This is an optimization exercise on Yosys and OpenROAD, whose aim is small area, not a production implementation. Only simulation tests tie the RTL to the original design; equivalence was not proved.

==> 04-19: inputs <==
Design smdec_chip, start of the top module:
module smdec_chip (
    input  wire        clk,
    input  wire        rst,           
    input  wire        cfg_valid,     
    input  wire        cfg_variant,   
    input  wire        cfg_legal,     
    input  wire        chip_valid,
    input  wire        chip,
    output reg         ev_valid,
    output wire [31:0] ev_time,
    output wire [3:0]  ev_unit,
    output wire        ev_on,
    output wire        ev_green,
    output wire        ev_left,
    output wire        ev_right,
    output wire        ev_running,
    output wire        ev_unknown,
    output reg  [7:0]  ev_header
);
    localparam [2:0] H_I = 3'b011, H_SP = 3'b000, H_S = 3'b111, H_L = 3'b010,
                     H_R = 3'b110, H_C = 3'b101, H_A = 3'b001;
    reg        configured;
    reg        variant;
    reg        last_bit;
    reg [9:0]  run;           
    reg        run_lo;        
    reg        run_hi;        
    reg [11:0] nsl;           
    reg        nsl_hi;        
    reg        idle_val;
    reg [9:0]  win;           
    reg [3:0]  cc;            
    reg [3:0]  bc;            
    reg        f1;            
    reg        f2;            
    reg [17:0] acc;           
  ...
export LEC_CHECK = 0
export ABC_AREA = 1
export CAP_MARGIN = 20
export CORE_MARGIN = 2
export CORE_UTILIZATION = 80
export CTS_BUF_LIST = sky130_fd_sc_hd__clkbuf_8
export PLACE_DENSITY = 0.88
export SLEW_MARGIN = 20
create_clock -name core_clock -period 36.0 [get_ports {clk}]
standard.sh (not shown) runs the stock make flow with config.mk's settings and CLKGATE_MAP_FILE= SYNTH_SCRIPT=/design/flow/synth_recipe.tcl, a recipe that flattens the netlist after the stock synthesis.
==> flow/flow/run.sh <==
#!/bin/bash
# Layout flow: the standard synthesis (unchanged, registers and their
# cells kept), then an area-oriented ABC re-mapping of the combinational logic
# between those registers, then the standard layout steps from floorplan on.
# Each tool's output goes to a log file of its own in this folder.
set -euo pipefail
R="$PWD/orfs/results/$FLOW_PLATFORM/smdec_chip/base"
YOSYS="${YOSYS_EXE:-$FLOW_HOME/../tools/install/yosys/bin/yosys}"
command -v "$YOSYS" >/dev/null 2>&1 || YOSYS=yosys

bash standard.sh synth > synth.log 2>&1
cp "$R/1_2_yosys.v" std_1_2_yosys.v

LIB="$FLOW_HOME/platforms/$FLOW_PLATFORM/lib/sky130_fd_sc_hd__tt_025C_1v80.lib" \
IN="$PWD/std_1_2_yosys.v" OUT="$PWD/reabc_1_2_yosys.v" ABC_SCRIPT="$PWD/flow/area.abc" \
    "$YOSYS" -c flow/reabc.tcl > reabc.log 2>&1

cp reabc_1_2_yosys.v "$R/1_2_yosys.v"
rm -f "$R/1_synth.odb"
bash standard.sh > layout.log 2>&1
Other scripts of this flow, unchanged in this note and not shown: flow/flow/area.abc, flow/flow/reabc.tcl
==> 09-27 (differences from 04-19) <==
--- a/flow/design.v
+++ b/flow/design.v
@@ -73,16 +73,17 @@
                           (B == 8'h52) || (B == 8'h43) || (B == 8'h41);
     wire [2:0] hdr_code = {B[1], B[4] | B[3], B[0]};
     wire last_grp  = (bc == 4'd5);
     wire grp_end   = (cc[1:0] == 2'd3);
     wire fast_adv  = variant && !idle && f2;
     wire fast_frame = fast_adv && last_grp && grp_end;
+    wire        h_first = variant ? (bc == 4'd0) : b1;
     wire        h_m6    = !variant && b2;
     wire [3:0]  hx      = variant ? {chip, win[9:7]} :
                           b9 ? d6 : b8 ? 4'd0 : B[3:0];
-    wire [17:0] gA      = acc;            
+    wire [17:0] gA      = h_first ? 18'd0 : acc;
     wire q   = hx[0];
     wire s0  = h_m6 ? (hx[1] | hx[3]) : hx[1];
     wire s1  = hx[2];
     wire hci = h_m6 & hx[3];
     wire e1  = h_m6 & (hx[2] | hx[3]);
     wire e2  = !h_m6 & hx[3];
@@ -142,14 +143,12 @@
             run        <= 10'd0;
             run_lo     <= 1'b0;
             run_hi     <= 1'b0;
             nsl        <= 12'd0;
             nsl_hi     <= 1'b0;
             idle_val   <= 1'b0;
-            acc        <= 18'd0;
-            sum        <= 6'd0;
             cc         <= 4'd0;
             bc         <= 4'd0;
             f1         <= 1'b0;
             f2         <= 1'b0;
             ev_valid   <= 1'b0;
             tim        <= 21'd0;
@@ -167,14 +166,12 @@
                 run_hi   <= same && (run_hi || (variant ? run_999 : run_99));
                 nsl      <= nsl_inc;
                 nsl_hi   <= nsl_hi || (variant ? nsl_3999 : nsl_699);
                 win      <= {e_in, win[9:1]};
                 if (idle) begin
                     idle_val <= chip;
-                    acc      <= 18'd0;
-                    sum      <= 6'd0;
                     cc       <= 4'd0;
                     bc       <= 4'd0;
                     if (variant) begin
                         f1 <= 1'b1;
                         f2 <= 1'b0;
                     end
@@ -189,13 +186,13 @@
                             hdr <= hdr_code;
                             f1  <= hdr_ok;
                         end
                         if (b15)
                             acc <= horner[17:0];
                         if (b15 || b6)
-                            sum <= sum + {2'b00, B[3:0]};        
+                            sum <= (b1 ? 6'd0 : sum) + {2'b00, B[3:0]};
                         if (b15 || b6)
                             f1  <= f1 && dig;
                         if (b6) begin
                             d6 <= B[3:0];
                             f2 <= f1 && cks;
                         end
@@ -206,13 +203,13 @@
                     end
                 end else begin
                     if (f2) begin
                         cc <= grp_end ? 4'd0 : cc + 4'd1;
                         if (grp_end) begin
                             bc  <= bc + 4'd1;
-                            acc <= last_grp ? 18'd0 : horner[17:0];
+                            acc <= horner[17:0];
                         end
                         if (grp_end && last_grp) begin
                             f2 <= 1'b0;
                             f1 <= 1'b1;
                         end
                     end else if (f1 && (chip != idle_val)) begin
==> flow/config.mk (replaced) <==
export PLATFORM = sky130hd
export DESIGN_NAME = smdec_chip
export DESIGN_NICKNAME = smdec_chip
export VERILOG_FILES = /design/flow/design.v
export SDC_FILE = /design/flow/constraint.sdc
export NUM_CORES = 4
export LEC_CHECK = 0
export ABC_AREA = 1
export CAP_MARGIN = 20
export CELL_PAD_IN_SITES_DETAIL_PLACEMENT = 0
export CELL_PAD_IN_SITES_GLOBAL_PLACEMENT = 0
export CORE_MARGIN = 2
export CORE_UTILIZATION = 85
export CTS_BUF_LIST = sky130_fd_sc_hd__clkbuf_8
export PLACE_DENSITY = 0.9
export SLEW_MARGIN = 20
==> 04-04 (differences from 04-19) <==
--- a/flow/design.v
+++ b/flow/design.v
@@ -14,22 +14,19 @@
     output wire        ev_left,
     output wire        ev_right,
     output wire        ev_running,
     output wire        ev_unknown,
     output reg  [7:0]  ev_header
 );
-    localparam [2:0] H_I = 3'b011, H_SP = 3'b000, H_S = 3'b111, H_L = 3'b010,
-                     H_R = 3'b110, H_C = 3'b101, H_A = 3'b001;
+    localparam [2:0] H_I = 3'd0, H_SP = 3'd1, H_S = 3'd2, H_L = 3'd3,
+                     H_R = 3'd4, H_C = 3'd5, H_A = 3'd6;
     reg        configured;
     reg        variant;
     reg        last_bit;
-    reg [9:0]  run;           
-    reg        run_lo;        
-    reg        run_hi;        
+    reg [10:0] run;           
     reg [11:0] nsl;           
-    reg        nsl_hi;        
     reg        idle_val;
     reg [9:0]  win;           
     reg [3:0]  cc;            
     reg [3:0]  bc;            
     reg        f1;            
     reg        f2;            
@@ -40,23 +37,17 @@
     reg [20:0] tim;
     reg        u10;
     reg        on_r, run_r, unk_r;
     reg [2:0]  hc;
     wire step = configured && chip_valid;
     wire        same    = (chip == last_bit);
-    wire [9:0]  run_inc = {run[8:0], ~(run[9] ^ run[6])};
-    wire [11:0] nsl_inc = {nsl[10:0], ~(nsl[11] ^ nsl[5] ^ nsl[3] ^ nsl[0])};
-    wire run_9   = (run == 10'h1fc);          
-    wire run_99  = (run == 10'h2f9);          
-    wire run_999 = (run == 10'h2b2);          
-    wire nsl_699  = (nsl == 12'hce0);         
-    wire nsl_3999 = (nsl == 12'h834);         
-    localparam [11:0] NSL_100 = 12'h81a, NSL_1000 = 12'hd92;
-    wire idle   = same && run_lo;
-    wire offrun = same && run_hi;
-    wire ka_due = nsl_hi;
+    wire [10:0] run_n   = same ? ((&run) ? run : run + 11'd1) : 11'd1;
+    wire [11:0] nsl_inc = (&nsl) ? nsl : nsl + 12'd1;
+    wire idle   = same && (variant ? (run >= 11'd100)  : (run >= 11'd10));
+    wire offrun = same && (variant ? (run >= 11'd1000) : (run >= 11'd100));
+    wire ka_due = variant ? (nsl >= 12'd4000) : (nsl >= 12'd700);
     wire e_in = variant ? chip : (chip == idle_val);
     wire       full      = (cc == 4'd9);
     wire       frame_ok  = !win[1] && e_in;
     wire [7:0] B         = win[9:2];
     wire       byte_done = !variant && !idle && full && frame_ok;
     wire b0 = (bc == 4'd0);
@@ -66,23 +57,36 @@
     wire b7 = (bc == 4'd7);
     wire b8 = (bc == 4'd8);
     wire b9 = (bc == 4'd9);
     wire b15 = (bc >= 4'd1) && (bc <= 4'd5);
     wire dig = (B[7:4] == 4'h3) && (B[3:0] <= 4'd9);
     wire cks = (B[7:6] == 2'b01) && (B[5:0] == sum);
-    wire       hdr_ok   = (B == 8'h20) || (B == 8'h53) || (B == 8'h49) || (B == 8'h4C) ||
-                          (B == 8'h52) || (B == 8'h43) || (B == 8'h41);
-    wire [2:0] hdr_code = {B[1], B[4] | B[3], B[0]};
+    reg        hdr_ok;
+    reg  [2:0] hdr_code;
+    always @(*) begin
+        hdr_ok = 1'b1;
+        case (B)
+            8'h20: hdr_code = H_SP;
+            8'h53: hdr_code = H_S;
+            8'h49: hdr_code = H_I;
+            8'h4C: hdr_code = H_L;
+            8'h52: hdr_code = H_R;
+            8'h43: hdr_code = H_C;
+            8'h41: hdr_code = H_A;
+            default: begin hdr_code = 3'd7; hdr_ok = 1'b0; end
+        endcase
+    end
     wire last_grp  = (bc == 4'd5);
     wire grp_end   = (cc[1:0] == 2'd3);
     wire fast_adv  = variant && !idle && f2;
     wire fast_frame = fast_adv && last_grp && grp_end;
+    wire        h_first = variant ? (bc == 4'd0) : b1;
     wire        h_m6    = !variant && b2;
     wire [3:0]  hx      = variant ? {chip, win[9:7]} :
                           b9 ? d6 : b8 ? 4'd0 : B[3:0];
-    wire [17:0] gA      = acc;            
+    wire [17:0] gA      = h_first ? 18'd0 : acc;
     wire q   = hx[0];
     wire s0  = h_m6 ? (hx[1] | hx[3]) : hx[1];
     wire s1  = hx[2];
     wire hci = h_m6 & hx[3];
     wire e1  = h_m6 & (hx[2] | hx[3]);
     wire e2  = !h_m6 & hx[3];
@@ -136,20 +140,15 @@
     wire [2:0] f_hdr = variant ? H_S : hdr;
     wire       f_run = ((f_hdr != H_S) || (hc == H_S)) && ((f_hdr == H_SP) || inc);
     always @(posedge clk) begin
         if (rst || cfg_valid) begin
             configured <= rst ? 1'b0 : cfg_legal;
             variant    <= rst ? 1'b0 : cfg_variant;
-            run        <= 10'd0;
-            run_lo     <= 1'b0;
-            run_hi     <= 1'b0;
+            run        <= 11'd0;
             nsl        <= 12'd0;
-            nsl_hi     <= 1'b0;
             idle_val   <= 1'b0;
-            acc        <= 18'd0;
-            sum        <= 6'd0;
             cc         <= 4'd0;
             bc         <= 4'd0;
             f1         <= 1'b0;
             f2         <= 1'b0;
             ev_valid   <= 1'b0;
             tim        <= 21'd0;
@@ -159,22 +158,17 @@
             unk_r      <= 1'b0;
             hc         <= H_I;
         end else begin
             ev_valid <= 1'b0;
             if (step) begin
                 last_bit <= chip;
-                run      <= same ? run_inc : 10'd1;
-                run_lo   <= same && (run_lo || (variant ? run_99 : run_9));
-                run_hi   <= same && (run_hi || (variant ? run_999 : run_99));
+                run      <= run_n;
                 nsl      <= nsl_inc;
-                nsl_hi   <= nsl_hi || (variant ? nsl_3999 : nsl_699);
                 win      <= {e_in, win[9:1]};
                 if (idle) begin
                     idle_val <= chip;
-                    acc      <= 18'd0;
-                    sum      <= 6'd0;
                     cc       <= 4'd0;
                     bc       <= 4'd0;
                     if (variant) begin
                         f1 <= 1'b1;
                         f2 <= 1'b0;
                     end
@@ -189,13 +183,13 @@
                             hdr <= hdr_code;
                             f1  <= hdr_ok;
                         end
                         if (b15)
                             acc <= horner[17:0];
                         if (b15 || b6)
-                            sum <= sum + {2'b00, B[3:0]};        
+                            sum <= (b1 ? 6'd0 : sum) + {2'b00, B[3:0]};
                         if (b15 || b6)
                             f1  <= f1 && dig;
                         if (b6) begin
                             d6 <= B[3:0];
                             f2 <= f1 && cks;
                         end
@@ -206,13 +200,13 @@
                     end
                 end else begin
                     if (f2) begin
                         cc <= grp_end ? 4'd0 : cc + 4'd1;
                         if (grp_end) begin
                             bc  <= bc + 4'd1;
-                            acc <= last_grp ? 18'd0 : horner[17:0];
+                            acc <= horner[17:0];
                         end
                         if (grp_end && last_grp) begin
                             f2 <= 1'b0;
                             f1 <= 1'b1;
                         end
                     end else if (f1 && (chip != idle_val)) begin
@@ -224,18 +218,16 @@
                 end
                 if (do_off) begin
                     ev_valid <= 1'b1;
                     on_r     <= 1'b0;
                 end else if (do_ka) begin
                     ev_valid <= 1'b1;
-                    nsl      <= variant ? NSL_1000 : NSL_100;
-                    nsl_hi   <= 1'b0;
+                    nsl      <= variant ? 12'd1000 : 12'd100;
                 end else if (do_frame) begin
                     ev_valid <= 1'b1;
                     nsl      <= 12'd0;
-                    nsl_hi   <= 1'b0;
                     tim      <= horner;
                     u10      <= !variant && b8;
                     hc       <= f_hdr;
                     on_r     <= 1'b1;
                     run_r    <= f_run;
                     unk_r    <= !on_r;
@@ -245,24 +237,21 @@
     end
     assign ev_time    = {11'd0, tim};
     assign ev_unit    = u10 ? 4'd10 : 4'd1;
     assign ev_on      = on_r;
     assign ev_running = run_r;
     assign ev_unknown = unk_r;
-    wire hx_ = hc[2], hy_ = hc[1], hz_ = hc[0];
-    wire h_sp = !(hx_ || hy_ || hz_);
-    wire h_l  = !hx_ && hy_ && !hz_;
-    wire h_ac = !hy_ && hz_;                      
-    assign ev_green   = h_ac && !hx_;
-    assign ev_left    = h_l || h_ac;
-    assign ev_right   = (hx_ && hy_ && !hz_) || h_ac;
+    assign ev_green   = (hc == H_A);
+    assign ev_left    = (hc == H_L) || (hc == H_A) || (hc == H_C);
+    assign ev_right   = (hc == H_R) || (hc == H_A) || (hc == H_C);
     always @(*) begin
-        ev_header[7] = 1'b0;
-        ev_header[6] = !h_sp;
-        ev_header[5] = h_sp;
-        ev_header[4] = hx_ && hy_;
-        ev_header[3] = !hx_ && hy_;
-        ev_header[2] = h_l;
-        ev_header[1] = hx_;
-        ev_header[0] = hz_;
+        case (hc)
+            H_SP:    ev_header = 8'h20;
+            H_S:     ev_header = 8'h53;
+            H_L:     ev_header = 8'h4C;
+            H_R:     ev_header = 8'h52;
+            H_C:     ev_header = 8'h43;
+            H_A:     ev_header = 8'h41;
+            default: ev_header = 8'h49;
+        endcase
     end
 endmodule
==> flow/config.mk (replaced) <==
export PLATFORM = sky130hd
export DESIGN_NAME = smdec_chip
export DESIGN_NICKNAME = smdec_chip
export VERILOG_FILES = /design/flow/design.v
export SDC_FILE = /design/flow/constraint.sdc
export NUM_CORES = 4
export LEC_CHECK = 0
export ABC_AREA = 1
export CAP_MARGIN = 20
export CORE_MARGIN = 2
export CORE_UTILIZATION = 75
export CTS_BUF_LIST = sky130_fd_sc_hd__clkbuf_16
export CTS_CLUSTER_DIAMETER = 100
export CTS_CLUSTER_SIZE = 40
export PLACE_DENSITY = 0.85
export SLEW_MARGIN = 20
==> qor summary <==
| metric | 04-19 | 09-27 | 04-04 |
|---|---|---|---|
| Run status | complete, no violations | did not finish | complete, no violations |
| Stage where the flow stopped | - | global placement without I/O (3_1_place_gp_skip_io) | - |
| Post-route clock period utilization | 39.1% | - | 41.3% |
| Largest net degree at the start of global routing | 26 | - | 22 |
| Relative area change from synthesis to final layout | 9.10% | - | 12.1% |
| Residual DRC count | 0 | - | 0 |
| Layout cells sized above 1 | 1.95% | - | 2.81% |
| Number of clock buffers in the layout | 9 | - | 9 |
| Rows | 30 | 29 | 32 |
| Clock skew | 0.0168 ns | - | 0.00858 ns |
| Number of search-and-repair iterations in the first detailed-routing pass | 5 | - | 6 |
| Worst skew pair latency | 0.38 ns | - | 0.35 ns |
| CP Depth | 47 | - | 41 |
| Post-detailed-route wirelength per cell | 17.0 µm | - | 16.9 µm |
| Buffer count excluding the clock tree in the final layout | 46 | - | 47 |
| Number of violations reported at the end of detailed-routing iteration 0 | 630 | - | 489 |

-- separate check: timing with driven ports --
No port has a modelled driver above. Below, the same layouts with a new extraction and two added sets of constraints.
Step 1 (the two cells are an assumption about what drives the block):
set clk [get_ports {clk}]
set_driving_cell -lib_cell sky130_fd_sc_hd__clkbuf_16 $clk
set_driving_cell -lib_cell sky130_fd_sc_hd__buf_2 [delete_from_list [all_inputs] $clk]
Step 2 moves the port delays by t, midway between the first and last clock arrival at a register: inputs arrive t later, outputs are due t later. That takes back most of the time a late clock gives input paths.
Slacks: ideal ports / drivers / drivers and shift; pairs: ideal ports / drivers.
run	shift t [ns]	slack for setup (ns)	worst register clock-pin slew, ns	cell pins on the clock port's net
04-19	0.410	21.926 / 21.938 / 21.527	0.11 / 0.11	1
04-04	0.379	21.121 / 21.135 / 20.757	0.08 / 0.08	1
After both steps every run listed still meets setup and hold. The setup slack of 04-19, which loses most, moves by +0.012 ns with the drivers and by -0.399 ns with both steps.
